Context: an optimization exercise on an open-source flow, tuned for a short achievable clock period. The choices shown serve that exercise and are no tape-out recipe.
Where RTL was checked, it was by simulation tests only, not by an equivalence proof against the original.
The clock input has no modelled driver; a real chip could not lean on it and would need a root buffer or a full tree.
No activity file was given, so power comes from the tool's default toggle rates.

v6:
==> flow/design.v (excerpt) <==
module fcp #(
    parameter PMAX = 64                  
) (
    input  wire        clk,
    input  wire        rst,              
    input  wire        req_valid,
    input  wire [35:0] req,
    output reg         rsp_valid,
    output reg  [49:0] rsp
);
    wire [3:0]  opsel = req[35:32];
    wire [31:0] arg   = req[31:0];
    wire [7:0]  b     = arg[7:0];
    wire [15:0] s_len = arg[31:16];
    reg         st_idle, st_fill, st_emit;    
    reg  [7:0]  acc_s;       
    reg  [7:0]  acc_c;
    reg         acc_sv;      
    reg  [7:0]  hdr_s;       
    reg  [7:0]  hdr_c;       
    reg  [7:0]  t_type;
    reg  [7:0]  t_id;
    reg  [6:0]  t_len;       
    reg  [PMAX-1:0] pc;      
    reg  [6:0]  prem;        
    reg         prem1;       
    reg         prem2;       
    reg         wen;         
    reg  [7:0]  wd;
    reg  [6:0]  kh;          
    reg  [6:0]  eidx;
    reg         elast;       
    reg         sp;          
    reg  [5:0]  hc;          
    reg         hvalid;
    reg  [47:0] hdr;         
    reg         pp_v;        
    reg  [7:0]  pp_b;
    reg  [5:0]  pp_pos;
    wire [47:0] hdr_eff;     
    reg  [7:0]  pbuf [0:PMAX-1];
    wire plast = wen ? prem2 : prem1;
    wire v, a_csinit, a_encst, a_encpay, a_emit, a_push, a_hdclr;
    wire acc_init, acc_add, acc_init_c, acc_add_c;
    wire n_idle, n_fill, n_emit;
    wire g_acc_a, g_acc_h, g_eb, g_em, g_push, g_get, g_pack, g_unpack;
    wire [1:0] status;
    wire len_big, len_zero;
    fcp_len u_len (.s_len(s_len), .len_big(len_big), .len_zero(len_zero));
    fcp_dec u_dec (
        .req_valid(req_valid), .rst(rst), .opsel(opsel),
  ...
Size: ~90 I/O pins, roughly 32000 µm² of cells after synthesis.
==> module fcp_accen, before the edit <==
module fcp_accen (
    input  wire        req_valid,
    input  wire        rst,
    input  wire [3:0]  opsel,
    input  wire        st_idle,
    input  wire        st_fill,
    input  wire        acc_sv,
    output wire        acc_init,
    output wire        acc_add
);
    wire v = req_valid && !rst;
    assign acc_add  = v && ((st_idle && opsel == 4'h2) || (st_fill && opsel == 4'h5));
    assign acc_init = rst || (v && st_idle && opsel == 4'h1);
endmodule
export LEC_CHECK = 0
export ABC_CLOCK_PERIOD_IN_PS = 800
export CAP_MARGIN = 20
export CORE_MARGIN = 2
export CORE_UTILIZATION = 55
export PLACE_DENSITY = 0.7
export SETUP_SLACK_MARGIN = 2.8
export SLEW_MARGIN = 20
export SYNTH_HIERARCHICAL = 1
export SYNTH_MINIMUM_KEEP_SIZE = 0
create_clock -name core_clock -period 4.5 [get_ports {clk}]
standard.sh (not shown) runs the stock make flow with config.mk's settings and CLKGATE_MAP_FILE= SYNTH_SCRIPT=/design/flow/synth_recipe.tcl, a recipe that flattens the netlist after the stock synthesis.
==> flow/flow/run.sh <==
#!/bin/bash
# Standard layout, with the clock tree built by flow/tree.tcl (two levels of
# clkbuf_16) instead of TritonCTS. Full output of the ORFS run goes to
# flow_standard.log in the work folder; ORFS's own per-step logs stay under orfs/logs.
set -euo pipefail
W=$(pwd)
export PRE_CTS_TCL="$W/flow/tree.tcl"
bash standard.sh > "$W/flow_standard.log" 2>&1
Other scripts of this flow, unchanged in this note and not shown: flow/flow/tree.tcl
Input changes introduced in v7 (baseline for comparison: v6):
==> flow/design.v, changed modules only <==
module fcp_accen (
    input  wire        req_valid,
    input  wire        rst,
    input  wire [3:0]  opsel,
    input  wire        st_idle,
    input  wire        st_fill,
    input  wire        acc_sv,
    output wire        acc_init,
    output wire        acc_add
);
    wire q, m5, m2, m;
    fcp_and1n2 u_q  (.a(req_valid), .b(rst), .c(opsel[3]), .y(q));
    fcp_and2n1 u_m5 (.a(st_fill), .b(opsel[2]), .c(opsel[1]), .y(m5));
    fcp_and2n1 u_m2 (.a(st_idle), .b(opsel[1]), .c(opsel[2]), .y(m2));
    fcp_mux2   u_m  (.s(opsel[0]), .a(m5), .b(m2), .y(m));
    fcp_and2   u_ad (.a(q), .b(m), .y(acc_add));
    assign acc_init = rst || (req_valid && st_idle && opsel == 4'h1);
endmodule
module fcp_and1n2 (input wire a, input wire b, input wire c, output wire y);
    assign y = a & ~b & ~c;
endmodule
module fcp_and2n1 (input wire a, input wire b, input wire c, output wire y);
    assign y = a & b & ~c;
endmodule
module fcp_mux2 (input wire s, input wire a, input wire b, output wire y);
    assign y = s ? a : b;
endmodule
module fcp_and2 (input wire a, input wire b, output wire y);
    assign y = a & b;
endmodule
[summary]
- Flop-to-flop setup slack (lower): v7
- Higher critical path's largest stage delay among v6 and v7: v7
- v6 and v7 ended up with nearly the same area after synthesis.
- Time the worst path needs with I/O delays and setup on v7 is up relative to v6.
- The lower share of the final layout cell area in sequential cells of v6 and v7 is in v6.
- Run comparison: v6 slowest cell on the critical path sky130_fd_sc_hd__nor2b_4; v7 slowest cell on the critical path sky130_fd_sc_hd__and4b_4
- Of v6 and v7, v6 shows the higher effective utilization at floorplan, with v7 below it.
No functional check of the RTL was part of v7. In every run of this note, the design's own scripts or RTL, not TritonCTS, make the clock network.


RTL: one of the versions met above, not the one the previous note started from.
Size in the first run: about 90 I/O pins, roughly 32000 um2 of cells after synthesis.
Settings: LEC_CHECK=0, ABC_CLOCK_PERIOD_IN_PS=800, CAP_MARGIN=20, CORE_MARGIN=2, CORE_UTILIZATION=40, PLACE_DENSITY=0.6, SETUP_SLACK_MARGIN=2.75, SLEW_MARGIN=20, SYNTH_HIERARCHICAL=1, SYNTH_MINIMUM_KEEP_SIZE=0; clock period 4.5 ns.
Scripts as last shown in full above: flow/flow/run.sh
Other scripts of this flow, unchanged in this note and not shown: flow/flow/tree.tcl
Rerun with:
--- a/flow/design.v
+++ b/flow/design.v
@@ -70,17 +70,21 @@
     );
     wire [7:0] acc_n;        
     wire [7:0] eff_s, eff_c;
     wire [7:0] hdr_n;        
     fcp_obs u_obs_a (.acc_s(acc_s), .acc_c(acc_c), .acc_n(acc_n));
     fcp_obs u_obs_h (.acc_s(hdr_s), .acc_c(hdr_c), .acc_n(hdr_n));
-    wire [7:0] ebyte;
+    reg  [7:0] ebyte;
+    wire [7:0] nbyte;
     fcp_emux u_emux (
         .kh(kh), .t_type(t_type), .t_id(t_id), .t_len(t_len),
-        .sp(sp), .p0(pbuf[0]), .p1(pbuf[1]), .ebyte(ebyte)
+        .sp(sp), .p0(pbuf[0]), .p1(pbuf[1]), .p2(pbuf[2]), .nbyte(nbyte)
     );
+    always @(posedge clk)
+        if (a_emit)
+            ebyte <= nbyte;
     wire [47:0] rest, data;
     fcp_rmux u_rmux (
         .g_eb(g_eb), .g_em(g_em), .g_push(g_push), .g_get(g_get),
         .g_pack(g_pack), .g_unpack(g_unpack), .ebyte(ebyte),
         .elast(elast), .hc5(hc[5]), .hvalid(hvalid), .hdr(hdr_eff), .arg(arg),
         .data(rest)
@@ -280,31 +284,15 @@
     input  wire        st_idle,
     input  wire        st_fill,
     input  wire        acc_sv,
     output wire        acc_init,
     output wire        acc_add
 );
-    wire q, m5, m2, m;
-    fcp_and1n2 u_q  (.a(req_valid), .b(rst), .c(opsel[3]), .y(q));
-    fcp_and2n1 u_m5 (.a(st_fill), .b(opsel[2]), .c(opsel[1]), .y(m5));
-    fcp_and2n1 u_m2 (.a(st_idle), .b(opsel[1]), .c(opsel[2]), .y(m2));
-    fcp_mux2   u_m  (.s(opsel[0]), .a(m5), .b(m2), .y(m));
-    fcp_and2   u_ad (.a(q), .b(m), .y(acc_add));
-    assign acc_init = rst || (req_valid && st_idle && opsel == 4'h1);
-endmodule
-module fcp_and1n2 (input wire a, input wire b, input wire c, output wire y);
-    assign y = a & ~b & ~c;
-endmodule
-module fcp_and2n1 (input wire a, input wire b, input wire c, output wire y);
-    assign y = a & b & ~c;
-endmodule
-module fcp_mux2 (input wire s, input wire a, input wire b, output wire y);
-    assign y = s ? a : b;
-endmodule
-module fcp_and2 (input wire a, input wire b, output wire y);
-    assign y = a & b;
+    wire v = req_valid && !rst;
+    assign acc_add  = v && ((st_idle && opsel == 4'h2) || (st_fill && opsel == 4'h5));
+    assign acc_init = rst || (v && st_idle && opsel == 4'h1);
 endmodule
 module fcp_accn (
     input  wire [7:0] acc_s,
     input  wire [7:0] acc_c,
     input  wire [7:0] b,
     input  wire       init,
@@ -498,21 +486,24 @@
     input  wire [7:0] t_type,
     input  wire [7:0] t_id,
     input  wire [6:0] t_len,
     input  wire       sp,
     input  wire [7:0] p0,
     input  wire [7:0] p1,
-    output wire [7:0] ebyte
+    input  wire [7:0] p2,
+    output wire [7:0] nbyte
 );
     localparam [7:0] PROTO_VER = 8'h03;
     wire [7:0] pay_head = sp ? p1 : p0;
-    assign ebyte = ({8{kh[1]}} & PROTO_VER)
-                 | ({8{kh[2]}} & t_type)
-                 | ({8{kh[3]}} & t_id)
-                 | ({8{kh[4]}} & {1'b0, t_len})
-                 | ({8{kh[6]}} & pay_head);
+    wire [7:0] pay_next = sp ? p2 : p1;
+    assign nbyte = ({8{kh[0]}} & PROTO_VER)
+                 | ({8{kh[1]}} & t_type)
+                 | ({8{kh[2]}} & t_id)
+                 | ({8{kh[3]}} & {1'b0, t_len})
+                 | ({8{kh[5]}} & pay_head)
+                 | ({8{kh[6]}} & pay_next);
 endmodule
 module fcp_rmux (
     input  wire        g_eb,
     input  wire        g_em,
     input  wire        g_push,
     input  wire        g_get,
=> The new run completed with no timing, DRC or antenna violations. Core utilization goes down by 0.69 points. Cell area hardly moves. Setup slack is worse by 9.7 ps. Combinational power goes down by 4.7%. Power goes up by 0.57%. Wire length goes down by 5.2%. Synthesized cell count goes up by 1.2%.
No run of this note included a check of the RTL's function; only the layout flow was run. In every run of this note, the design's own scripts or RTL, not TritonCTS, make the clock network.

[afterwards: timing with drivers on the ports]
In the flow no input, the clock included, has a driving cell. The finished layouts below were timed again as built, in two steps. Step 1: set_driving_cell puts a clkbuf_16 on clk and a buf_2 on each other input, an assumption about the parent block. Step 2 times the ports against the registers' clock, not the clock port: input delays grow and output delays shrink by t, the midpoint of the rising clock arrivals with the driver on. Slacks: ideal / step 1 / step 2; pairs: ideal / step 1.
run	t (ns)	slack for setup (ns)	slew at the worst register clock pin (ns)	worst data-port slew with drivers (ns)	cell pins on the clock port's net
v6	0.506	2.632 / 2.543 / 2.090	0.10 / 0.10	0.16	4
v7	0.504	2.545 / 2.581 / 2.125	0.11 / 0.11	0.09	4
the first run of note 2	0.516	2.511 / 2.582 / 2.084	0.10 / 0.10	0.10	4
the second run of note 2	0.514	2.502 / 2.571 / 2.057	0.11 / 0.11	0.07	4
After both steps setup and hold are still met in every run listed. For v6, which loses most, drivers alone change the setup slack by -0.089 ns; drivers and shift together by -0.542 ns.
